From an optimization exercise on the open Yosys and OpenROAD flow, aimed at small area; shortcuts taken in it are not production practice. At most, simulation tests tie the RTL to the original design; equivalence was not proved. Power and IR drop assume default switching activity.

==> v20 <==
Design pse_synth, start of the top module:
module pse_synth #(
    parameter integer SAMPLE_RATE_HZ = 48000,
    parameter integer GROUP_DEPTH    = 8
) (
    input  wire        clk,
    input  wire        rst,
    input  wire        cmd_valid,
    output wire        cmd_ready,
    input  wire [63:0] cmd_data,
    input  wire        strobe,
    output wire [7:0]  sample_out,
    output wire        rsp_valid,
    output wire [31:0] rsp_data
);
==> flow/config.mk <==
export PLATFORM = sky130hd
export DESIGN_NAME = pse_synth
export DESIGN_NICKNAME = pse_synth
export VERILOG_FILES = /design/flow/design.v
export SDC_FILE = /design/flow/constraint.sdc
export NUM_CORES = 4
export LEC_CHECK = 0
export CAP_MARGIN = 0
export CORE_MARGIN = 2
export CORE_UTILIZATION = 50
export SLEW_MARGIN = 0
==> flow/constraint.sdc <==
create_clock -name core_clock -period 14.0 [get_ports {clk}]
set_input_delay 2.8000 -clock core_clock [delete_from_list [all_inputs] [get_ports {clk}]]
set_output_delay 2.8000 -clock core_clock [all_outputs]
set_load 0.01 [all_outputs]
standard.sh (not shown) runs the stock make flow with config.mk's settings and CLKGATE_MAP_FILE= SYNTH_SCRIPT=/design/flow/synth_recipe.tcl, a recipe that flattens the netlist after the stock synthesis.
==> flow/flow/run.sh <==
#!/bin/bash
set -euo pipefail
export BUFFER_PORTS_ARGS="-buffer_cell sky130_fd_sc_hd__buf_1"
export CTS_ARGS="-sink_clustering_enable -repair_clock_nets -sink_clustering_size 18 -sink_clustering_max_diameter 60 -buf_list sky130_fd_sc_hd__clkbuf_8 -dont_use_dummy_load"
bash standard.sh > standard.log 2>&1
==> v27: changes against v20 <==
--- a/flow/design.v
+++ b/flow/design.v
@@ -81,21 +81,13 @@
     input  wire [9:0] rem,
     input  wire       bit_in,
     output wire       q,
     output wire [9:0] rem_next
 );
-    localparam [10:0] NEG750 = 11'h512;     
-    wire [10:0] t = {rem, bit_in};
-    wire [11:0] c;
-    wire [10:0] diff;
-    assign c[0] = 1'b0;
-    genvar i;
-    generate for (i = 0; i < 11; i = i + 1) begin : g_sub
-        assign diff[i] = t[i] ^ NEG750[i] ^ c[i];
-        assign c[i+1]  = (t[i] & NEG750[i]) | (c[i] & (t[i] ^ NEG750[i]));
-    end endgenerate
-    assign q        = c[11];                
+    wire [10:0] t    = {rem, bit_in};
+    wire [11:0] diff = {1'b0, t} - 12'd750;
+    assign q        = ~diff[11];
     assign rem_next = q ? diff[9:0] : t[9:0];
 endmodule
 module pse_mix (
     input  wire [7:0]  r,
     input  wire [15:0] L,
@@ -567,52 +559,43 @@
     output reg  [7:0]  last_sample
 );
     wire [15:0] idx = phase[31:16];
     wire [7:0] sine_r;
     pse_sine_rom u_rom (.addr(idx[15:8]), .data(sine_r));
-    wire [17:0] lt;
-    wire [16:0] ia = {1'b0, idx};
-    assign lt[0] = 1'b0;
-    genvar k;
-    generate for (k = 0; k < 17; k = k + 1) begin : g_cmp
-        assign lt[k+1] = (~ia[k] & duty[k]) | (~(ia[k] ^ duty[k]) & lt[k]);
-    end endgenerate
-    wire sq_lt = lt[17];
     reg [7:0] r;
     always @(*) begin
         case (kind)
-            3'd0:    r = sq_lt ? 8'h7f : 8'h80;
+            3'd0:    r = ({1'b0, idx} < duty) ? 8'h7f : 8'h80;
             3'd1:    r = {~(idx[14] ^ idx[15]), idx[13:7] ^ {7{idx[15]}}};
             3'd2:    r = {~idx[15], idx[14:8]};
             3'd3:    r = sine_r;
             default: r = 8'h00;
         endcase
     end
     wire [7:0] rnd;
     pse_mix u_mix (.r(r), .L(level[15:0]), .s(rnd));
     wire [7:0] s = (level[16] ? r : rnd) ^ 8'h80;
-    wire        step = strobe & outen;
     wire [32:0] c;
     wire [31:0] sum;
-    wire [31:0] b = {1'b0, inc & {31{step}}};
+    wire [31:0] b = {1'b0, inc};
     assign c[0] = 1'b0;
     genvar i;
     generate for (i = 0; i < 32; i = i + 1) begin : g_add
         assign sum[i]   = phase[i] ^ b[i] ^ c[i];
         assign c[i+1]   = (phase[i] & b[i]) | (c[i] & (phase[i] ^ b[i]));
     end endgenerate
     always @(posedge clk) begin
-        if (rst)
-            phase <= 32'd0;
-        else
-            phase <= sum;
-    end
-    always @(posedge clk) begin
-        if (rst)
+        if (rst) begin
+            phase       <= 32'd0;
             last_sample <= 8'd128;
-        else if (strobe)
-            last_sample <= outen ? s : 8'd128;
+        end else if (strobe) begin
+            if (outen) begin
+                phase       <= sum;
+                last_sample <= s;
+            end else
+                last_sample <= 8'd128;
+        end
     end
 endmodule
 module pse_synth #(
     parameter integer SAMPLE_RATE_HZ = 48000,
     parameter integer GROUP_DEPTH    = 8
@@ -656,12 +639,12 @@
     localparam [2:0] E_SUM  = 3'd0;      
     localparam [2:0] E_CMP  = 3'd1;      
     localparam [2:0] E_ZERO = 3'd2;      
     localparam [2:0] E_MUL  = 3'd3;      
     localparam [2:0] E_DIV  = 3'd4;      
+    localparam [2:0] E_FIN  = 3'd5;      
     localparam [16:0] ONE = 17'd65536;
-    localparam [31:0] F_MAX = 32'd1310720000;
     reg  [5:0] bc;
     reg  [2:0] slot;
     wire       bc0  = (bc == 6'd0);
     wire       bc32 = (bc == 6'd32);
     always @(posedge clk) begin
@@ -674,15 +657,17 @@
                 slot <= slot + 3'd1;
         end
     end
     reg  [2:0]  state;
     reg  [3:0]  opr;           
+    reg  [3:0]  selr;          
+    reg         f_lo, f_hi;    
     reg  [3:0]  pend_cnt;
     reg         closed;        
     reg         ovf_u;         
     reg         clr_seen;      
-    reg         lneg;          
+    reg  [16:0] level;
     reg  [2:0]  stage;
     reg  [2:0]  kind;
     reg         outen;
     reg  [16:0] duty;
     reg  [30:0] incw;
@@ -694,15 +679,13 @@
     reg         s_outen;
     reg  [16:0] s_duty;
     reg  [30:0] s_inc;
     reg  [33:0] z;
     reg  [15:0] lo;
-    reg  [9:0]  fr;            
-    wire [3:0]  selr = fr[3:0];    
+    reg  [9:0]  fr;
     reg  [2:0]  eph;
     reg  [3:0]  pcnt;
-    reg         f_lo, f_hi;    
     reg         cy, bw, nz, tnz, enz, sat, m_r, dlt, first_div;
     reg  [263:0] rr;
     reg  [2:0]   hp, wp;
     reg  [3:0]   rc;
     reg          rd_act, dly;
@@ -724,17 +707,14 @@
     );
     wire [7:0]  op8   = cmd_data[63:56];
     wire        g_bit = cmd_data[55];
     wire [7:0]  sel8  = cmd_data[39:32];
     wire [31:0] imm   = cmd_data[31:0];
-    wire        op_bad  = (|op8[7:4]) | (op8[3] & op8[2] & op8[1]);      
-    wire        sel_bad = (|sel8[7:4]) | (sel8[3] & sel8[2] & sel8[1]);  
-    wire [3:0]  opc   = op_bad ? OP_BAD : op8[3:0];
-    wire [3:0]  sel4  = sel_bad ? 4'd15 : sel8[3:0];
+    wire [3:0]  opc   = (op8 > 8'd13) ? OP_BAD : op8[3:0];
+    wire [3:0]  sel4  = (sel8 > 8'd13) ? 4'd15 : sel8[3:0];
     wire        closing = !g_bit || pend_cnt[3];
-    wire        imm_big = (|imm[31:17]) | (imm[16] & (|imm[15:0]));     
-    wire [16:0] imm_cl  = {imm[16] | imm_big, imm[15:0] & {16{~imm_big}}};
+    wire [16:0] imm_cl  = (imm > {15'd0, ONE}) ? ONE : imm[16:0];
     wire        zop = (opc == OP_SET_FREQ && imm != 32'd0) ||
                       opc == OP_SET_ATTACK || opc == OP_SET_DECAY ||
                       opc == OP_SET_REL || opc == OP_ENV_UPDATE;
     wire        need_wait = opc == OP_NOTE_ON ||
                             (opc == OP_NOTE_OFF && stage != ST_IDLE) ||
@@ -769,31 +749,13 @@
     wire a_div = bc0 ? lo[15] : (first_div ? z[1] : z[0]);
     wire d_add = dlt ? t_t : ~t_t;
     wire cin_d = bc0 ? ~dlt : cy;
     wire r_div = a_div ^ d_add ^ cin_d;
     wire c_div = (a_div & d_add) | (cin_d & (a_div ^ d_add));
-    wire [16:0] negc;
-    wire [16:0] negv;
-    assign negc[0] = 1'b1;
-    genvar gi;
-    generate for (gi = 0; gi < 16; gi = gi + 1) begin : g_neg
-        assign negv[gi]   = ~lo[gi] ^ negc[gi];
-        assign negc[gi+1] = ~lo[gi] & negc[gi];
-    end endgenerate
-    assign negv[16] = negc[16];
-    wire [16:0] level = lneg ? negv : {1'b0, lo};
-    wire i_lo = ~(|imm[31:21]) & ~(imm[20] & (imm[19] | imm[18]));
-    reg  i_hi, i_eq;
-    integer ci;
-    always @(*) begin
-        i_hi = 1'b0;
-        i_eq = 1'b1;
-        for (ci = 31; ci >= 0; ci = ci - 1) begin
-            i_hi = i_hi | (i_eq & imm[ci] & ~F_MAX[ci]);
-            i_eq = i_eq & ~(imm[ci] ^ F_MAX[ci]);
-        end
-    end
+    wire [16:0] negv = {1'b0, ~lo} + 17'd1;          
+    wire i_lo = (imm < 32'd1310720);
+    wire i_hi = (imm > 32'd1310720000);
     wire f_c375 = (bc == 6'd22) || (bc == 6'd24) || (bc == 6'd25) || (bc == 6'd26) ||
                   (bc == 6'd28) || (bc == 6'd29) || (bc == 6'd30);
     wire f_fc   = f_lo ? (bc == 6'd0 || bc == 6'd2) : f_hi ? 1'b0 : incw[20];
     wire f_bit  = (bc > 6'd20) ? f_c375 : f_fc;
     wire [9:0] fr_init = i_lo ? 10'd0 : i_hi ? 10'd625 : imm[30:21];
@@ -806,11 +768,11 @@
             4'd0:  vbit = ({16'd0, level}   >> bc) & 1'b1;
             4'd1:  vbit = ({30'd0, stage}   >> bc) & 1'b1;
             4'd2:  vbit = ({30'd0, kind}    >> bc) & 1'b1;
             4'd3:  vbit = bc0 & outen;
             4'd4:  vbit = ({16'd0, duty}    >> bc) & 1'b1;
-            4'd5:  vbit = incw[0] & (bc <= 6'd30);    
+            4'd5:  vbit = ({2'd0, incw}     >> bc) & 1'b1;
             4'd6:  vbit = (bc == 6'd2);
             4'd7:  vbit = el_r[0];
             4'd8:  vbit = at_r[0];
             4'd9:  vbit = dc_r[0];
             4'd10: vbit = ({16'd0, sustain} >> bc) & 1'b1;
@@ -887,12 +849,11 @@
             clr_seen <= 1'b0;
             hp       <= 3'd0;
             wp       <= 3'd0;
             rc       <= 4'd0;
             rd_act   <= 1'b0;
-            lo       <= 16'd0;
-            lneg     <= 1'b0;
+            level    <= 17'd0;
             stage    <= ST_IDLE;
             kind     <= 3'd0;
             outen    <= 1'b0;
             duty     <= 17'd32768;
             incw     <= 31'd0;
@@ -910,14 +871,15 @@
                 S_CLR:
                     if (bc32) state <= S_IDLE;
                 S_IDLE:
                     if (acc) begin
                         opr  <= opc;
-                        fr   <= {fr_init[9:4], (opc == OP_READ) ? sel4 : fr_init[3:0]};
-                        eph  <= E_SUM;
+                        selr <= sel4;
                         f_lo <= i_lo;
                         f_hi <= i_hi;
+                        fr   <= fr_init;
+                        eph  <= E_SUM;
                         pcnt <= 4'd0;
                         if (closing) begin
                             pend_cnt <= 4'd0;
                             closed   <= 1'b1;
                         end else
@@ -973,12 +935,10 @@
                             state <= S_RUN;
                     end
                 S_RUN: begin
                     case (opr)
                         OP_READ: begin
-                            if (selr == 4'd5 && bc <= 6'd30)
-                                incw <= {incw[0], incw[30:1]};
                             if (!closed && bc == 6'd30)
                                 state <= S_IDLE;
                             else if (bc32)
                                 state <= closed ? S_DRAIN : S_IDLE;
                         end
@@ -1013,23 +973,20 @@
                                     bw  <= bw2;
                                     nz  <= (bc0 ? 1'b0 : nz) | (dbit & !bc32);
                                     tnz <= (bc0 ? 1'b0 : tnz) | t_t;
                                     enz <= (bc0 ? 1'b0 : enz) | e_b;
                                     if (bc == 6'd31 && !(st_a || st_d || st_r)) begin
-                                        lo    <= (stage == ST_SUSTAIN) ? sustain[15:0] : 16'd0;
-                                        lneg  <= (stage == ST_SUSTAIN) & sustain[16];
+                                        level <= (stage == ST_SUSTAIN) ? sustain : 17'd0;
                                         state <= closed ? S_DRAIN : S_IDLE;
                                     end
                                     if (bc32) begin
                                         if (!tnz || ge) begin
-                                            lo    <= st_d ? sustain[15:0] : 16'd0;
-                                            lneg  <= st_a | (st_d & sustain[16]);
+                                            level <= st_a ? ONE : st_d ? sustain : 17'd0;
                                             stage <= st_a ? ST_DECAY : st_d ? ST_SUSTAIN : ST_IDLE;
                                             eph   <= E_ZERO;
                                         end else if (st_r && !enz) begin
-                                            lo    <= sustain[15:0];
-                                            lneg  <= sustain[16];
+                                            level <= sustain;
                                             state <= closed ? S_DRAIN : S_IDLE;
                                         end else if (no_mul) begin
                                             lo        <= 16'd0;
                                             eph       <= E_DIV;
                                             dlt       <= 1'b0;
@@ -1063,17 +1020,18 @@
                                     if (bc32) begin
                                         lo        <= {lo[14:0], ~r_div};
                                         dlt       <= r_div;
                                         first_div <= 1'b0;
                                         pcnt      <= pcnt + 4'd1;
-                                        if (pcnt == 4'd15) begin
-                                            lneg  <= st_d;
-                                            state <= closed ? S_DRAIN : S_IDLE;
-                                        end
+                                        if (pcnt == 4'd15)
+                                            eph <= E_FIN;
                                     end
                                 end
-                                default: ;
+                                default: begin   
+                                    level <= st_d ? negv : {1'b0, lo};
+                                    state <= closed ? S_DRAIN : S_IDLE;
+                                end
                             endcase
                         end
                         default:   
                             if (bc == 6'd31)
                                 state <= closed ? S_DRAIN : S_IDLE;
==> flow/run.sh (new file) <==
#!/bin/bash
# synth_recipe.tcl (not shown) runs the flow's synth.tcl, then flattens the netlist and writes it again
# the make line also repeats each setting of config.mk as NAME=value (left out here)
make -C /OpenROAD-flow-scripts/flow DESIGN_CONFIG=/design/flow/config.mk WORK_HOME=/design/flow/orfs CLKGATE_MAP_FILE= SYNTH_SCRIPT=/design/flow/synth_recipe.tcl finish
CTS_BUF_LIST = sky130_fd_sc_hd__clkbuf_4   (was unset)
removed: flow/flow/run.sh
removed: flow/standard.sh
==> v38: changes against v20 <==
--- a/flow/design.v
+++ b/flow/design.v
@@ -674,10 +674,12 @@
                 slot <= slot + 3'd1;
         end
     end
     reg  [2:0]  state;
     reg  [3:0]  opr;           
+    reg  [3:0]  selr;          
+    reg         f_lo, f_hi;    
     reg  [3:0]  pend_cnt;
     reg         closed;        
     reg         ovf_u;         
     reg         clr_seen;      
     reg         lneg;          
@@ -695,14 +697,12 @@
     reg  [16:0] s_duty;
     reg  [30:0] s_inc;
     reg  [33:0] z;
     reg  [15:0] lo;
     reg  [9:0]  fr;            
-    wire [3:0]  selr = fr[3:0];    
     reg  [2:0]  eph;
     reg  [3:0]  pcnt;
-    reg         f_lo, f_hi;    
     reg         cy, bw, nz, tnz, enz, sat, m_r, dlt, first_div;
     reg  [263:0] rr;
     reg  [2:0]   hp, wp;
     reg  [3:0]   rc;
     reg          rd_act, dly;
@@ -910,14 +910,15 @@
                 S_CLR:
                     if (bc32) state <= S_IDLE;
                 S_IDLE:
                     if (acc) begin
                         opr  <= opc;
-                        fr   <= {fr_init[9:4], (opc == OP_READ) ? sel4 : fr_init[3:0]};
-                        eph  <= E_SUM;
+                        selr <= sel4;
                         f_lo <= i_lo;
                         f_hi <= i_hi;
+                        fr   <= fr_init;
+                        eph  <= E_SUM;
                         pcnt <= 4'd0;
                         if (closing) begin
                             pend_cnt <= 4'd0;
                             closed   <= 1'b1;
                         end else
==> flow/flow/run.sh (replaced) <==
#!/bin/bash
set -euo pipefail
export BUFFER_PORTS_ARGS="-buffer_cell sky130_fd_sc_hd__buf_1"
export CTS_ARGS="-sink_clustering_enable -repair_clock_nets -sink_clustering_size 20 -sink_clustering_max_diameter 60 -buf_list sky130_fd_sc_hd__clkbuf_8 -dont_use_dummy_load"
bash standard.sh > standard.log 2>&1
==> qor summary <==
| metric | v27 | v38 | v20 |
|---|---|---|---|
| Layout multi-input combinational cell count | 1834 | 1779 | 1776 |
| Total met3 wirelength after detailed routing | 5080 um | 3520 um | 3950 um |
| Net Count, Synth | 3108 | 3068 | 3052 |
| Seq Cell Count | 713 | 697 | 693 |
| DPL Wire Length | 49900 um | 50300 um | 49700 um |
| Synthesized area per cell | 10.4 um2 | 10.4 um2 | 10.5 um2 |
| Minimum setup slack among reg-to-reg paths | 1.18 ns | 1.12 ns | 1.16 ns |
| Power attributed to sequential cells | 2.10 mW | 2.04 mW | 2.01 mW |
| Logic gate share of total power | 2.9% | 3.4% | 2.0% |
| Multi-input combinational cell area | 13200 um2 | 13100 um2 | 13100 um2 |
| Nonclk inv count | 139 | 154 | 156 |
| N_taps | 773 | 765 | 765 |
| Final worst path period need | 12.82 ns | 13.76 ns | 13.65 ns |
| Clock edge transition at the registers on the reported setup and hold paths | 0.07 ns | 0.11 ns | 0.10 ns |
| Run status | finished clean | finished clean | finished clean |
| Post-Synth Adder-Cell Area | 11.0% | 12.0% | 12.2% |
| Met3 capacity usage during global routing | 5.88% | 2.78% | 3.50% |
| FF/Latch Area | 15400 um2 | 15000 um2 | 14800 um2 |
| Hold Path Origin | rr[85] | rr[29] | rr[32] |
| Transition time of the tightest slew-check pin | 1.27 ns | 1.21 ns | 1.23 ns |
| Per-cell routed wire length | 18.7 um | 19.8 um | 19.6 um |
| GRT Resource Usage Total | 24.5% | 23.9% | 23.6% |
| Total wire length | 73300 um | 70800 um | 70000 um |
| Worst setup slack after layout | 1.18 ns | 0.245 ns | 0.350 ns |
| Detailed router's first-iteration violation count | 1706 | 1496 | 1562 |
| Area of placed instances | 31300 um2 | 30200 um2 | 30100 um2 |
| Final-layout clock buffer total | 276 | 49 | 51 |
Function not checked in v27: the RTL went through the layout flow alone.

## afterwards: timing with drivers on the ports
In the flow no input, the clock included, has a driving cell. The finished layouts below were timed again as built, in two steps. Step 1 (the two cells are an assumption about what drives the block):
set clk [get_ports {clk}]
set_driving_cell -lib_cell sky130_fd_sc_hd__clkbuf_16 $clk
set_driving_cell -lib_cell sky130_fd_sc_hd__buf_2 [delete_from_list [all_inputs] $clk]
Step 2 times the ports against the registers' clock, not the clock port: input delays grow and output delays shrink by t, the midpoint of the rising clock arrivals with the driver on. Three values: ideal, step 1, step 2; two values: the first two.
run	t, ns	setup slack, ns	hold WS [ns]	cell pins on the clock port's net
v20	0.686	0.350 / 0.366 / -0.320	0.276 / 0.276 / 0.276	1
v27	1.063	1.184 / 1.184 / 1.184	0.287 / 0.287 / 0.287	1
v38	0.680	0.245 / 0.269 / -0.411	0.287 / 0.287 / 0.287	1
With both steps, setup timing fails in v20 and v38, where it was met with ideal ports. The setup slack of v20, which loses most, moves by +0.016 ns with the drivers and by -0.670 ns with both steps.
